Background: an optimization exercise with open tools, aiming at small area and a short achievable clock period. Do not read the settings as production practice.
At most, simulation tests tie the RTL to the original design; equivalence was not proved.
The clock port is modelled as an ideal driver; clocking choices that lean on that would not hold on a real chip.
Power and IR drop assume default switching activity.

Setup of v6:
Design lrdcc, start of the top module:
module lrdcc (
    input  wire        clk,
    input  wire        rst,        
    input  wire [6:0]  ev,         
    output wire        sc_valid,   
    output wire [32:0] sc_word,    
    output wire [7:0]  disp_out,
    output wire        act_up,
    output wire        act_dn
);
clock: 110.0 ns
lec_check: 0
cap_margin: 20
core_margin: 2
core_utilization: 70
slew_margin: 20
standard.sh (not shown) runs the stock make flow with config.mk's settings and CLKGATE_MAP_FILE= SYNTH_SCRIPT=/design/flow/synth_recipe.tcl, a recipe that flattens the netlist after the stock synthesis.
==> flow/flow/run.sh <==
#!/bin/bash
# Standard ORFS flow (the standard.sh, standard synthesis unchanged) with
# smaller port buffers and a smaller clock tree.
set -uo pipefail
export BUFFER_PORTS_ARGS="-buffer_cell sky130_fd_sc_hd__buf_1"
export CTS_ARGS="-sink_clustering_enable -repair_clock_nets -buf_list \"sky130_fd_sc_hd__clkbuf_2 sky130_fd_sc_hd__clkbuf_4 sky130_fd_sc_hd__clkbuf_8\" -dont_use_dummy_load"
bash standard.sh finish > flow.log 2>&1
rc=$?
cp orfs/logs/sky130hd/lrdcc/base/*.log . 2>/dev/null
exit $rc
v6 finished every step from synthesis to the final layout, and the layout passed the timing, design-rule and antenna checks.
Input-level comparison between v7 and v6:
==> flow/flow/run.sh <==
#!/bin/bash
# Standard ORFS flow (the standard.sh, standard synthesis unchanged) with
# smaller port buffers and a smaller clock tree.
set -uo pipefail
export BUFFER_PORTS_ARGS="-buffer_cell sky130_fd_sc_hd__buf_1"
export CTS_ARGS="-sink_clustering_enable -repair_clock_nets -buf_list sky130_fd_sc_hd__clkbuf_4 -root_buf sky130_fd_sc_hd__clkbuf_4 -sink_clustering_size 30 -dont_use_dummy_load"
bash standard.sh finish > flow.log 2>&1
rc=$?
cp orfs/logs/sky130hd/lrdcc/base/*.log . 2>/dev/null
exit $rc
Results
- The run showing the greater power is v6.
- Share of power burned in combinational logic in v7 is 1.3 points above v6.
- Diff v6..v7 | detailed placer's ending HPWL | unchanged
- v7 vs. v6: detailed route wirelength on metal2 has decreased, clock-pin slew on the worst setup and hold paths higher.
No run of this note included a check of the RTL's function; only the layout flow was run.

* * *

lrdcc, a different RTL version from the one above (not shown whole).
For scale: ~450 cells after synthesis, ~69 flip-flops, roughly 53 I/O pins, roughly 3900 um2 of cells after synthesis.
==> flow/config.mk <==
export PLATFORM = sky130hd
export DESIGN_NAME = lrdcc
export DESIGN_NICKNAME = lrdcc
export VERILOG_FILES = /design/flow/design.v
export SDC_FILE = /design/flow/constraint.sdc
export NUM_CORES = 4
export LEC_CHECK = 0
export CAP_MARGIN = 20
export CORE_MARGIN = 2
export CORE_UTILIZATION = 70
export SLEW_MARGIN = 20
==> flow/constraint.sdc <==
create_clock -name core_clock -period 110.0 [get_ports {clk}]
set_input_delay 22.0000 -clock core_clock [delete_from_list [all_inputs] [get_ports {clk}]]
set_output_delay 22.0000 -clock core_clock [all_outputs]
set_load 0.01 [all_outputs]
==> flow/flow/run.sh <==
#!/bin/bash
# The standard layout (standard.sh, standard synthesis unchanged) with:
# buf_1 port buffers; a one-level clock tree (flow/owncts.tcl: the
# flip-flops split by position into CLK_GROUPS balanced groups, each driven
# by one clock buffer fed from the clock port) in place of TritonCTS; and
# the post-CTS / post-global-route timing repair aimed at a setup margin
# just above the design's own slack.
set -uo pipefail
export BUFFER_PORTS_ARGS="-buffer_cell sky130_fd_sc_hd__buf_1"
bash standard.sh place > flow_place.log 2>&1 || exit 1
export RESULTS_DIR=$PWD/orfs/results/sky130hd/lrdcc/base
export PLATFORM_DIR=$FLOW_HOME/platforms/sky130hd
export LIB_FILE=$PLATFORM_DIR/lib/sky130_fd_sc_hd__tt_025C_1v80.lib
export CLK_BUF=sky130_fd_sc_hd__clkbuf_8
export CLK_GROUPS=4
openroad -no_init -exit flow/owncts.tcl > owncts.log 2>&1 || exit 1
bash standard.sh SETUP_SLACK_MARGIN=86.9 finish > flow_finish.log 2>&1
rc=$?
cp orfs/logs/sky130hd/lrdcc/base/*.log . 2>/dev/null
exit $rc
Other scripts of this flow, unchanged in this note and not shown: flow/flow/owncts.tcl
Rerun with:
--- a/flow/flow/run.sh
+++ b/flow/flow/run.sh
@@ -15,5 +15,5 @@
 export CLK_GROUPS=4
 openroad -no_init -exit flow/owncts.tcl > owncts.log 2>&1 || exit 1
-bash standard.sh SETUP_SLACK_MARGIN=86.9 finish > flow_finish.log 2>&1
+bash standard.sh SETUP_SLACK_MARGIN=87.2 finish > flow_finish.log 2>&1
 rc=$?
 cp orfs/logs/sky130hd/lrdcc/base/*.log . 2>/dev/null
After rerunning: Design area rose by 2.3%; wire length rose by 1.5%; sequential cell count is unchanged; fmax rose by 0.36%; clock-buffer cell count does not change; total power rose by 1.4%; sequential power hardly moves; die area is unchanged.

* * *

lrdcc, a different RTL version from the one above (not shown whole).
Size in the first run: ~430 cells after synthesis, about 69 flip-flops, ~53 I/O pins, ~3700 um2 of cells after synthesis.
Settings: LEC_CHECK=0, CAP_MARGIN=20, CORE_MARGIN=2, CORE_UTILIZATION=70, SLEW_MARGIN=20; clock period 110.0 ns.
==> flow/flow/run.sh <==
#!/bin/bash
# The standard layout (standard.sh, standard synthesis unchanged) with:
# buf_1 port buffers; one tie cell per constant value (no tie fan-out
# repair); after placement, the resizer's power recovery downsizes cells
# where timing allows (flow/downsize.tcl); a clock tree of clkbuf_4 without
# dummy loads; and the post-CTS / post-global-route timing repair aimed at
# a setup margin just above the design's own slack.
set -uo pipefail
export BUFFER_PORTS_ARGS="-buffer_cell sky130_fd_sc_hd__buf_1"
export CTS_ARGS="-sink_clustering_enable -repair_clock_nets -buf_list sky130_fd_sc_hd__clkbuf_4 -root_buf sky130_fd_sc_hd__clkbuf_4 -sink_clustering_size 30 -dont_use_dummy_load"
bash standard.sh SKIP_REPAIR_TIE_FANOUT=1 place > flow_place.log 2>&1 || exit 1
export RESULTS_DIR=$PWD/orfs/results/sky130hd/lrdcc/base
export PLATFORM_DIR=$FLOW_HOME/platforms/sky130hd
export LIB_FILE=$PLATFORM_DIR/lib/sky130_fd_sc_hd__tt_025C_1v80.lib
openroad -no_init -exit flow/downsize.tcl > downsize.log 2>&1 || exit 1
bash standard.sh SKIP_REPAIR_TIE_FANOUT=1 SETUP_SLACK_MARGIN=86.9 finish > flow_finish.log 2>&1
rc=$?
cp orfs/logs/sky130hd/lrdcc/base/*.log . 2>/dev/null
exit $rc
==> flow/flow/downsize.tcl <==
# Downsize cells that synthesis sized up where timing allows (power
# recovery of the resizer), then legalize again.
read_liberty $::env(LIB_FILE)
read_db $::env(RESULTS_DIR)/3_place.odb
read_sdc $::env(RESULTS_DIR)/3_place.sdc
source $::env(PLATFORM_DIR)/setRC.tcl
set_dont_use [list sky130_fd_sc_hd__probe_p_8 sky130_fd_sc_hd__probec_p_8 sky130_fd_sc_hd__lpflow_*]
estimate_parasitics -placement
report_design_area
repair_timing -recover_power 100 -setup_margin 86.9 -verbose
report_design_area
detailed_placement
check_placement -verbose
write_db $::env(RESULTS_DIR)/3_place.odb
The starting point finished with timing, DRC and antenna clean.
Edit:
Settings changed: PLACE_DENSITY set to 0.9.
Effect: Non-clock buffer count stays the same; routed wire length falls by 0.47%; clock-buffer cell count does not change.

-- afterwards: timing with drivers on the ports --
No port has a modelled driver above. Below, the same layouts with a new extraction and two added sets of constraints.
Step 1: set_driving_cell puts a clkbuf_16 on clk and a buf_2 on each other input, an assumption about the parent block.
Step 2 also shifts input and output timing later by t, the mid clock arrival at the registers, as if the neighbouring blocks saw the same clock.
a / b / c = ideal ports / drivers / drivers and shift; a / b = the first two.
| run | t (ns) | setup WS [ns] | latest minus earliest clock arrival (ns) | worst register clock-pin slew, ns | pins driven straight from the clock port |
|---|---|---|---|---|---|
| v6 | 0.362 | 86.419 / 86.428 / 86.066 | 0.020 / 0.020 | 0.08 / 0.08 | 1 |
| v7 | 0.423 | 86.480 / 86.487 / 86.064 | 0.033 / 0.034 | 0.12 / 0.12 | 1 |
| the first run of note 2 | 0.214 | 86.981 / 87.014 / 86.800 | 0.009 / 0.009 | 0.10 / 0.10 | 4 |
| the second run of note 2 | 0.214 | 87.064 / 87.059 / 86.845 | 0.009 / 0.009 | 0.11 / 0.11 | 4 |
| the first run of note 3 | 0.418 | 86.962 / 86.966 / 86.548 | 0.028 / 0.028 | 0.11 / 0.11 | 1 |
| the second run of note 3 | 0.419 | 86.979 / 86.952 / 86.576 | 0.035 / 0.035 | 0.11 / 0.11 | 1 |
After both steps setup and hold are still met in every run listed. The setup slack of v7, which loses most, moves by +0.007 ns with the drivers and by -0.416 ns with both steps.
